Background: an optimization exercise with open tools, aiming at small area, a short achievable clock period and few clock cycles. Do not read the settings as production practice. Function was checked by simulation only, so behaviour that the tests miss may differ from the original. Power is estimated from default activity; no workload was simulated.

==> run G <==
## p1load_sync
module p1load_sync (
    input  wire        clk,
    input  wire        rst,
    input  wire        cmd_valid,
    output wire        cmd_ready,
    input  wire [71:0] cmd_data,
    output reg         rsp_valid,
    output wire [2:0]  rsp_status,
    output wire [31:0] rsp_data,
    output wire        trst_req,
    input  wire        trst_ack,
    output wire        tx_valid,
    input  wire        tx_ready,
    output wire [7:0]  tx_data,
    output wire        tx_last,
    output wire        rx_req,
    output wire [3:0]  rx_max,
    output wire [31:0] rx_timeout,
    input  wire        rx_valid,
    input  wire [7:0]  rx_data,
    input  wire        rx_last,
    input  wire        rx_empty,
    output reg         prog_valid,
    output reg  [2:0]  prog_phase,
    output wire [31:0] prog_offset,
    output wire [31:0] prog_total,
    output wire [12:0] img_addr,
    input  wire [31:0] img_data,
    input  wire [31:0] img_len
);
    localparam [2:0] S_OK = 3'd0, S_TIMEOUT = 3'd1, S_ERROR = 3'd2,
                     S_PRECOND = 3'd3, S_ILLEGAL = 3'd4;
    localparam [1:0] SESS_READY = 2'd0, SESS_LINKED = 2'd1,
                     SESS_DONE = 2'd2, SESS_FAILED = 2'd3;
  ...
Settings: LEC_CHECK=0, CAP_MARGIN=20, CORE_MARGIN=2, CORE_UTILIZATION=45, SETUP_SLACK_MARGIN=5.0, SLEW_MARGIN=20; clock period 8.0 ns.
standard.sh (not shown) runs the stock make flow with config.mk's settings and CLKGATE_MAP_FILE= SYNTH_SCRIPT=/design/flow/synth_recipe.tcl, a recipe that flattens the netlist after the stock synthesis.
==> flow/flow/run.sh <==
#!/bin/bash
# The standard layout, with plain buf_2 cells as the port buffers
# (every input and output port still gets its own buffer).
set -euo pipefail
export BUFFER_PORTS_ARGS="-buffer_cell sky130_fd_sc_hd__buf_2"
bash standard.sh > orfs_flow.log 2>&1
==> run C (differences from run G) <==
--- a/flow/design.v
+++ b/flow/design.v
@@ -61,11 +61,11 @@
     reg [1:0]  hs;              
     reg [1:0]  sess;
     reg [2:0]  last_status;
     reg [3:0]  state;
     reg        s_idle, s_trst, s_warx;    
-    reg        p4;              
+    reg        hv;              
     reg [3:0]  cm;              
     reg        illegal;         
     reg        ld_bad;
     reg        a0z;
     reg        k1;              
@@ -79,11 +79,10 @@
     reg [1:0]  b10;
     reg [3:0]  ix;              
     reg [1:0]  ackn;
     reg        cact;            
     reg        rq;
-    reg [2:0]  rst_s;
     reg [15:0] rdat;
     reg        tv;
     reg [7:0]  tdat;
     reg        tl;
     wire [7:0] lfsr_next = {lfsr[6:0], lfsr[7] ^ lfsr[5] ^ lfsr[4] ^ lfsr[1]};
@@ -94,13 +93,13 @@
     assign tx_last     = tl;
     assign rx_req      = rq || s_warx;
     assign rx_max      = s_warx ? 4'd1 : 4'd8;
     assign rx_timeout  = s_warx ? 32'd25 : a;
     assign img_addr    = cnt[12:0];
-    assign rsp_status  = rst_s;
+    assign rsp_status  = last_status;
     assign rsp_data    = {16'd0, rdat};
-    assign prog_offset = p4 ? {17'd0, cnt[12:0], 2'b00} : 32'd0;
+    assign prog_offset = {17'd0, cnt[12:0], 2'b00};
     assign prog_total  = {16'd0, szw, 2'b00};
     wire ofree = !tv || tx_ready;
     wire [31:0] src = (wp == WP_IMG) ? img_data :
                       (wp == WP_CNT) ? {18'd0, szw} :
                       (wp == WP_KIND) ? {30'd0, k1, k0} : a;
@@ -229,12 +228,11 @@
         end else begin
             prog_valid <= 1'b0;
             rsp_valid  <= 1'b0;
             if (tx_ready) tv <= 1'b0;
             if (rsp_valid) begin
-                last_status <= rst_s;
-                if (rst_s == S_TIMEOUT || rst_s == S_ERROR)
+                if (last_status == S_TIMEOUT || last_status == S_ERROR)
                     sess <= SESS_FAILED;
             end
             case (state)
                 ST_IDLE: begin
                     if (cmd_valid) begin
@@ -246,21 +244,21 @@
                         szw     <= cmd_data[55:42];
                         go(ST_DEC);
                     end
                 end
                 ST_DEC: begin
-                    rst_s <= S_OK;
+                    last_status <= S_OK;
                     rdat  <= 16'd0;
                     wi    <= 4'd0;
                     ix    <= 4'd0;
                     cact  <= 1'b1;
                     go(ST_IDLE);
                     if (illegal) begin
-                        rst_s     <= S_ILLEGAL;
+                        last_status     <= S_ILLEGAL;
                         rsp_valid <= 1'b1;
                     end else if (!allowed) begin
-                        rst_s     <= S_PRECOND;
+                        last_status     <= S_PRECOND;
                         rsp_valid <= 1'b1;
                     end else begin
                         case (cm)
                             OP_INIT: begin
                                 txcur     <= 5'd0;
@@ -302,25 +300,27 @@
                                 rq    <= 1'b0;
                                 go(ST_RX);
                             end
                             OP_HANDSHAKE: begin
                                 prog(3'd0);
+                                cnt <= 14'd0;
+                                hv  <= 1'b0;
                                 go(ST_TRST);
                             end
                             OP_WAIT_FOR_ACK: begin
                                 gm   <= GM_F9;
                                 ackn <= 2'd0;
                                 if (a0z) begin
-                                    rst_s     <= S_TIMEOUT;
+                                    last_status     <= S_TIMEOUT;
                                     rsp_valid <= 1'b1;
                                 end else begin
                                     go(nxt_free ? ST_TXS : ST_TXP);
                                 end
                             end
                             OP_LOAD_IMAGE: begin
                                 if (ld_bad) begin
-                                    rst_s     <= S_PRECOND;
+                                    last_status     <= S_PRECOND;
                                     rsp_valid <= 1'b1;
                                 end else begin
                                     gm   <= GM_WORD;
                                     wp   <= WP_KIND;
                                     k1   <= a[1];
@@ -381,11 +381,12 @@
                         tdat  <= gbyte;
                         tl    <= (txcur[3:0] == 4'd15) || gfinal;
                         txcur <= gfinal ? 5'd0 : {1'b0, txcur[3:0] + 4'd1};
                         if (gfinal) begin
                             if (gm == GM_WORD && cm == OP_LOAD_IMAGE) begin
-                                gm <= GM_F9;
+                                gm  <= GM_F9;
+                                cnt <= 14'd0;
                             end else begin
                                 go(ST_TXW);
                             end
                         end
                     end
@@ -418,11 +419,11 @@
                     if (rx_valid) begin
                         if (rx_empty && a != 32'd1) begin
                             a     <= a - 32'd1;
                             go(ST_TXS);
                         end else if (rx_empty || rx_data != 8'hFE || ackn == 2'd0) begin
-                            rst_s     <= rx_empty ? S_TIMEOUT :
+                            last_status     <= rx_empty ? S_TIMEOUT :
                                          (rx_data == 8'hFE) ? S_OK : S_ERROR;
                             rsp_valid <= 1'b1;
                             go(ST_IDLE);
                         end else if (ackn == 2'd1 && k1) begin
                             prog(3'd5);
@@ -452,19 +453,19 @@
                         end else begin
                             rq    <= 1'b1;
                             ix    <= 4'd0;
                             rxcur <= 4'd0;
                             if (cm == OP_HANDSHAKE)
-                                a <= (cnt[8:0] >= 9'd250) ? 32'd50 : 32'd100;
+                                a <= hv ? 32'd50 : 32'd100;
                         end
                     end else if (rx_valid) begin
                         if (rx_empty) begin
                             rq    <= 1'b0;
                             rxcur <= 4'd0;
                             rxlen <= 4'd0;
                             cact  <= 1'b0;
-                            rst_s <= S_TIMEOUT;
+                            last_status <= S_TIMEOUT;
                             if (cm == OP_HANDSHAKE) begin
                                 hs      <= 2'd3;
                                 version <= 8'h00;
                             end
                         end else begin
@@ -521,40 +522,42 @@
     endtask
     task prog(input [2:0] ph);
         begin
             prog_valid <= 1'b1;
             prog_phase <= ph;
-            p4         <= (ph == 3'd4);
         end
     endtask
     task deliver(input b);
         begin
             if (cm != OP_HANDSHAKE) begin
                 cact  <= 1'b0;
-                rst_s <= S_OK;
+                last_status <= S_OK;
                 rdat  <= {15'd0, b};
-            end else if (cnt[8:0] < 9'd250) begin
+            end else if (!hv) begin
                 lfsr <= lfsr_next;
                 if (b != lfsr[0]) begin
                     cact    <= 1'b0;
                     hs      <= 2'd2;
-                    rst_s   <= S_ERROR;
+                    last_status   <= S_ERROR;
                 end else begin
                     cnt <= cnt + 14'd1;
-                    if (cnt[8:0] == 9'd249) begin
+                    if (cnt[7:0] == 8'd249) begin
                         prog(3'd2);
+                        cnt <= 14'd0;
+                        hv  <= 1'b1;
                     end
                 end
             end else begin
                 version <= {b, version[7:1]};
                 cnt     <= cnt + 14'd1;
-                if (cnt[8:0] == 9'd257) begin
+                if (cnt[2:0] == 3'd7) begin
+                    cnt        <= 14'd0;
                     cact       <= 1'b0;
                     hs         <= 2'd1;
                     sess       <= SESS_LINKED;
                     prog(3'd3);
-                    rst_s      <= S_OK;
+                    last_status      <= S_OK;
                     rdat       <= {8'd0, b, version[7:1]};
                 end
             end
         end
     endtask
==> flow/flow/run.sh (replaced) <==
#!/bin/bash
# The standard layout, with plain buf_1 cells as the port buffers
# (every input and output port still gets its own buffer).
set -euo pipefail
export BUFFER_PORTS_ARGS="-buffer_cell sky130_fd_sc_hd__buf_1"
bash standard.sh > orfs_flow.log 2>&1
CTS_CLUSTER_DIAMETER = 100   (was default)
CTS_CLUSTER_SIZE = 20   (was default)
PLACE_DENSITY = 0.8   (was default)
TNS_END_PERCENT = 5   (was default)
==> run P (differences from run G) <==
--- a/flow/design.v
+++ b/flow/design.v
@@ -61,11 +61,11 @@
     reg [1:0]  hs;              
     reg [1:0]  sess;
     reg [2:0]  last_status;
     reg [3:0]  state;
     reg        s_idle, s_trst, s_warx;    
-    reg        p4;              
+    reg        hv;              
     reg [3:0]  cm;              
     reg        illegal;         
     reg        ld_bad;
     reg        a0z;
     reg        k1;              
@@ -79,11 +79,10 @@
     reg [1:0]  b10;
     reg [3:0]  ix;              
     reg [1:0]  ackn;
     reg        cact;            
     reg        rq;
-    reg [2:0]  rst_s;
     reg [15:0] rdat;
     reg        tv;
     reg [7:0]  tdat;
     reg        tl;
     wire [7:0] lfsr_next = {lfsr[6:0], lfsr[7] ^ lfsr[5] ^ lfsr[4] ^ lfsr[1]};
@@ -94,13 +93,13 @@
     assign tx_last     = tl;
     assign rx_req      = rq || s_warx;
     assign rx_max      = s_warx ? 4'd1 : 4'd8;
     assign rx_timeout  = s_warx ? 32'd25 : a;
     assign img_addr    = cnt[12:0];
-    assign rsp_status  = rst_s;
+    assign rsp_status  = last_status;
     assign rsp_data    = {16'd0, rdat};
-    assign prog_offset = p4 ? {17'd0, cnt[12:0], 2'b00} : 32'd0;
+    assign prog_offset = {17'd0, cnt[12:0], 2'b00};
     assign prog_total  = {16'd0, szw, 2'b00};
     wire ofree = !tv || tx_ready;
     wire [31:0] src = (wp == WP_IMG) ? img_data :
                       (wp == WP_CNT) ? {18'd0, szw} :
                       (wp == WP_KIND) ? {30'd0, k1, k0} : a;
@@ -229,12 +228,11 @@
         end else begin
             prog_valid <= 1'b0;
             rsp_valid  <= 1'b0;
             if (tx_ready) tv <= 1'b0;
             if (rsp_valid) begin
-                last_status <= rst_s;
-                if (rst_s == S_TIMEOUT || rst_s == S_ERROR)
+                if (last_status == S_TIMEOUT || last_status == S_ERROR)
                     sess <= SESS_FAILED;
             end
             case (state)
                 ST_IDLE: begin
                     if (cmd_valid) begin
@@ -246,21 +244,21 @@
                         szw     <= cmd_data[55:42];
                         go(ST_DEC);
                     end
                 end
                 ST_DEC: begin
-                    rst_s <= S_OK;
+                    last_status <= S_OK;
                     rdat  <= 16'd0;
                     wi    <= 4'd0;
                     ix    <= 4'd0;
                     cact  <= 1'b1;
                     go(ST_IDLE);
                     if (illegal) begin
-                        rst_s     <= S_ILLEGAL;
+                        last_status     <= S_ILLEGAL;
                         rsp_valid <= 1'b1;
                     end else if (!allowed) begin
-                        rst_s     <= S_PRECOND;
+                        last_status     <= S_PRECOND;
                         rsp_valid <= 1'b1;
                     end else begin
                         case (cm)
                             OP_INIT: begin
                                 txcur     <= 5'd0;
@@ -302,25 +300,27 @@
                                 rq    <= 1'b0;
                                 go(ST_RX);
                             end
                             OP_HANDSHAKE: begin
                                 prog(3'd0);
+                                cnt <= 14'd0;
+                                hv  <= 1'b0;
                                 go(ST_TRST);
                             end
                             OP_WAIT_FOR_ACK: begin
                                 gm   <= GM_F9;
                                 ackn <= 2'd0;
                                 if (a0z) begin
-                                    rst_s     <= S_TIMEOUT;
+                                    last_status     <= S_TIMEOUT;
                                     rsp_valid <= 1'b1;
                                 end else begin
                                     go(nxt_free ? ST_TXS : ST_TXP);
                                 end
                             end
                             OP_LOAD_IMAGE: begin
                                 if (ld_bad) begin
-                                    rst_s     <= S_PRECOND;
+                                    last_status     <= S_PRECOND;
                                     rsp_valid <= 1'b1;
                                 end else begin
                                     gm   <= GM_WORD;
                                     wp   <= WP_KIND;
                                     k1   <= a[1];
@@ -381,11 +381,12 @@
                         tdat  <= gbyte;
                         tl    <= (txcur[3:0] == 4'd15) || gfinal;
                         txcur <= gfinal ? 5'd0 : {1'b0, txcur[3:0] + 4'd1};
                         if (gfinal) begin
                             if (gm == GM_WORD && cm == OP_LOAD_IMAGE) begin
-                                gm <= GM_F9;
+                                gm  <= GM_F9;
+                                cnt <= 14'd0;
                             end else begin
                                 go(ST_TXW);
                             end
                         end
                     end
@@ -418,11 +419,11 @@
                     if (rx_valid) begin
                         if (rx_empty && a != 32'd1) begin
                             a     <= a - 32'd1;
                             go(ST_TXS);
                         end else if (rx_empty || rx_data != 8'hFE || ackn == 2'd0) begin
-                            rst_s     <= rx_empty ? S_TIMEOUT :
+                            last_status     <= rx_empty ? S_TIMEOUT :
                                          (rx_data == 8'hFE) ? S_OK : S_ERROR;
                             rsp_valid <= 1'b1;
                             go(ST_IDLE);
                         end else if (ackn == 2'd1 && k1) begin
                             prog(3'd5);
@@ -452,19 +453,19 @@
                         end else begin
                             rq    <= 1'b1;
                             ix    <= 4'd0;
                             rxcur <= 4'd0;
                             if (cm == OP_HANDSHAKE)
-                                a <= (cnt[8:0] >= 9'd250) ? 32'd50 : 32'd100;
+                                a <= hv ? 32'd50 : 32'd100;
                         end
                     end else if (rx_valid) begin
                         if (rx_empty) begin
                             rq    <= 1'b0;
                             rxcur <= 4'd0;
                             rxlen <= 4'd0;
                             cact  <= 1'b0;
-                            rst_s <= S_TIMEOUT;
+                            last_status <= S_TIMEOUT;
                             if (cm == OP_HANDSHAKE) begin
                                 hs      <= 2'd3;
                                 version <= 8'h00;
                             end
                         end else begin
@@ -521,40 +522,42 @@
     endtask
     task prog(input [2:0] ph);
         begin
             prog_valid <= 1'b1;
             prog_phase <= ph;
-            p4         <= (ph == 3'd4);
         end
     endtask
     task deliver(input b);
         begin
             if (cm != OP_HANDSHAKE) begin
                 cact  <= 1'b0;
-                rst_s <= S_OK;
+                last_status <= S_OK;
                 rdat  <= {15'd0, b};
-            end else if (cnt[8:0] < 9'd250) begin
+            end else if (!hv) begin
                 lfsr <= lfsr_next;
                 if (b != lfsr[0]) begin
                     cact    <= 1'b0;
                     hs      <= 2'd2;
-                    rst_s   <= S_ERROR;
+                    last_status   <= S_ERROR;
                 end else begin
                     cnt <= cnt + 14'd1;
-                    if (cnt[8:0] == 9'd249) begin
+                    if (cnt[7:0] == 8'd249) begin
                         prog(3'd2);
+                        cnt <= 14'd0;
+                        hv  <= 1'b1;
                     end
                 end
             end else begin
                 version <= {b, version[7:1]};
                 cnt     <= cnt + 14'd1;
-                if (cnt[8:0] == 9'd257) begin
+                if (cnt[2:0] == 3'd7) begin
+                    cnt        <= 14'd0;
                     cact       <= 1'b0;
                     hs         <= 2'd1;
                     sess       <= SESS_LINKED;
                     prog(3'd3);
-                    rst_s      <= S_OK;
+                    last_status      <= S_OK;
                     rdat       <= {8'd0, b, version[7:1]};
                 end
             end
         end
     endtask
==> flow/flow/run.sh (replaced) <==
#!/bin/bash
# The standard layout, with plain buf_1 cells as the port buffers
# (every input and output port still gets its own buffer), and the
# resizer's downsizing of gates off the critical paths after routing.
set -euo pipefail
export BUFFER_PORTS_ARGS="-buffer_cell sky130_fd_sc_hd__buf_1"
export RECOVER_POWER=100
bash standard.sh > orfs_flow.log 2>&1
CTS_CLUSTER_DIAMETER = 100   (was default)
CTS_CLUSTER_SIZE = 20   (was default)
TNS_END_PERCENT = 5   (was default)
==> comparison table <==
quantity	run P	run G	run C
Result of the run	failed layout checks	timing/DRC/antenna clean	timing/DRC/antenna clean
Reasons for failing layout checks	max-capacitance violations, max-slew violations	-	-
Register-to-register path setup slack	3.51 ns	5.04 ns	4.87 ns
Final sequential cell count	304	307	304
Number of iterations in the first detailed-routing pass	6	6	5
Endpoint of the worst hold-timing path	txbuf[66]	txbuf[31]	txbuf[58]
Global-route wire length before repair	81.86 mm	85.48 mm	81.67 mm
Most frequent standard cell in the layout excluding fill and tap cells	sky130_fd_sc_hd__buf_1	sky130_fd_sc_hd__buf_2	sky130_fd_sc_hd__buf_1
Grt met1 use	38.49%	40.06%	35.72%
Placed standard-cell area	17230 sq um	17580 sq um	17220 sq um
Clock latency on the worst-skew pair	0.53 ns	0.54 ns	0.53 ns
# H-tree levels	1	2	1
Share of the yosys chip area belonging to registers	44.80%	45.74%	44.80%
Number of nets at the end of the flow	2139	2173	2138
Number of global-route vias before repair	13540	13980	13980
Sequential power	1.78 mW	2.26 mW	1.78 mW
Mux contribution to synthesized area	3.071%	2.759%	3.071%
Clock network fraction of total power	30.0%	28.5%	29.1%
Half-perimeter wire length after detailed placement	40.34 mm	41.26 mm	39.70 mm
Routed wire length on met3	5.615 mm	5.420 mm	5.739 mm
Synth Area per Inst	9.386 sq um	9.474 sq um	9.386 sq um
Worst Setup End Kind	flop	output port	output port
Maximum resistive drop on vdd	0.1177 mV	0.2632 mV	0.1504 mV
Met1 wire length	22.86 mm	23.88 mm	21.10 mm
Post-placement setup slack	3.776 ns	3.928 ns	3.676 ns
Maximum number of pins on one net before global-route repair	45	36	45
Iteration-0 DRC count of the detailed router	1724	1512	1933
Testbench counts of run G, summed over its fixed seeds: cycles 50,294.
Testbench counts of run C, summed over its fixed seeds: cycles 50,294.
Testbench counts of run P, summed over its fixed seeds: cycles 50,294.

[static timing again, ports no longer ideal]
How much do the figures lean on ideal ports? The routed layouts below were timed once more, with nothing changed but the port constraints.
Step 1 sets driving cells, clkbuf_16 on the clock port and buf_2 on the other inputs (assumed; they add their load-dependent delay and slew).
Step 2 moves the port delays by t, midway between the first and last clock arrival at a register: inputs arrive t later, outputs are due t later. That takes back most of the time a late clock gives input paths.
Three values: no drivers, after step 1, after step 2; two values: the first two.
| run | t (ns) | setup WS [ns] | hold slack, ns | latest minus earliest clock arrival (ns) | pins driven straight from the clock port |
|---|---|---|---|---|---|
| run G | 0.589 | 4.917 / 4.860 / 4.474 | 0.320 / 0.320 / 0.320 | 0.020 / 0.020 | 1 |
| run C | 0.569 | 4.843 / 4.792 / 4.320 | 0.322 / 0.322 / 0.322 | 0.032 / 0.032 | 1 |
| run P | 0.570 | 2.798 / 2.827 / 2.257 | 0.303 / 0.303 / 0.303 | 0.030 / 0.030 | 1 |
For run P, which loses most, drivers alone change the setup slack by +0.029 ns; drivers and shift together by -0.541 ns.
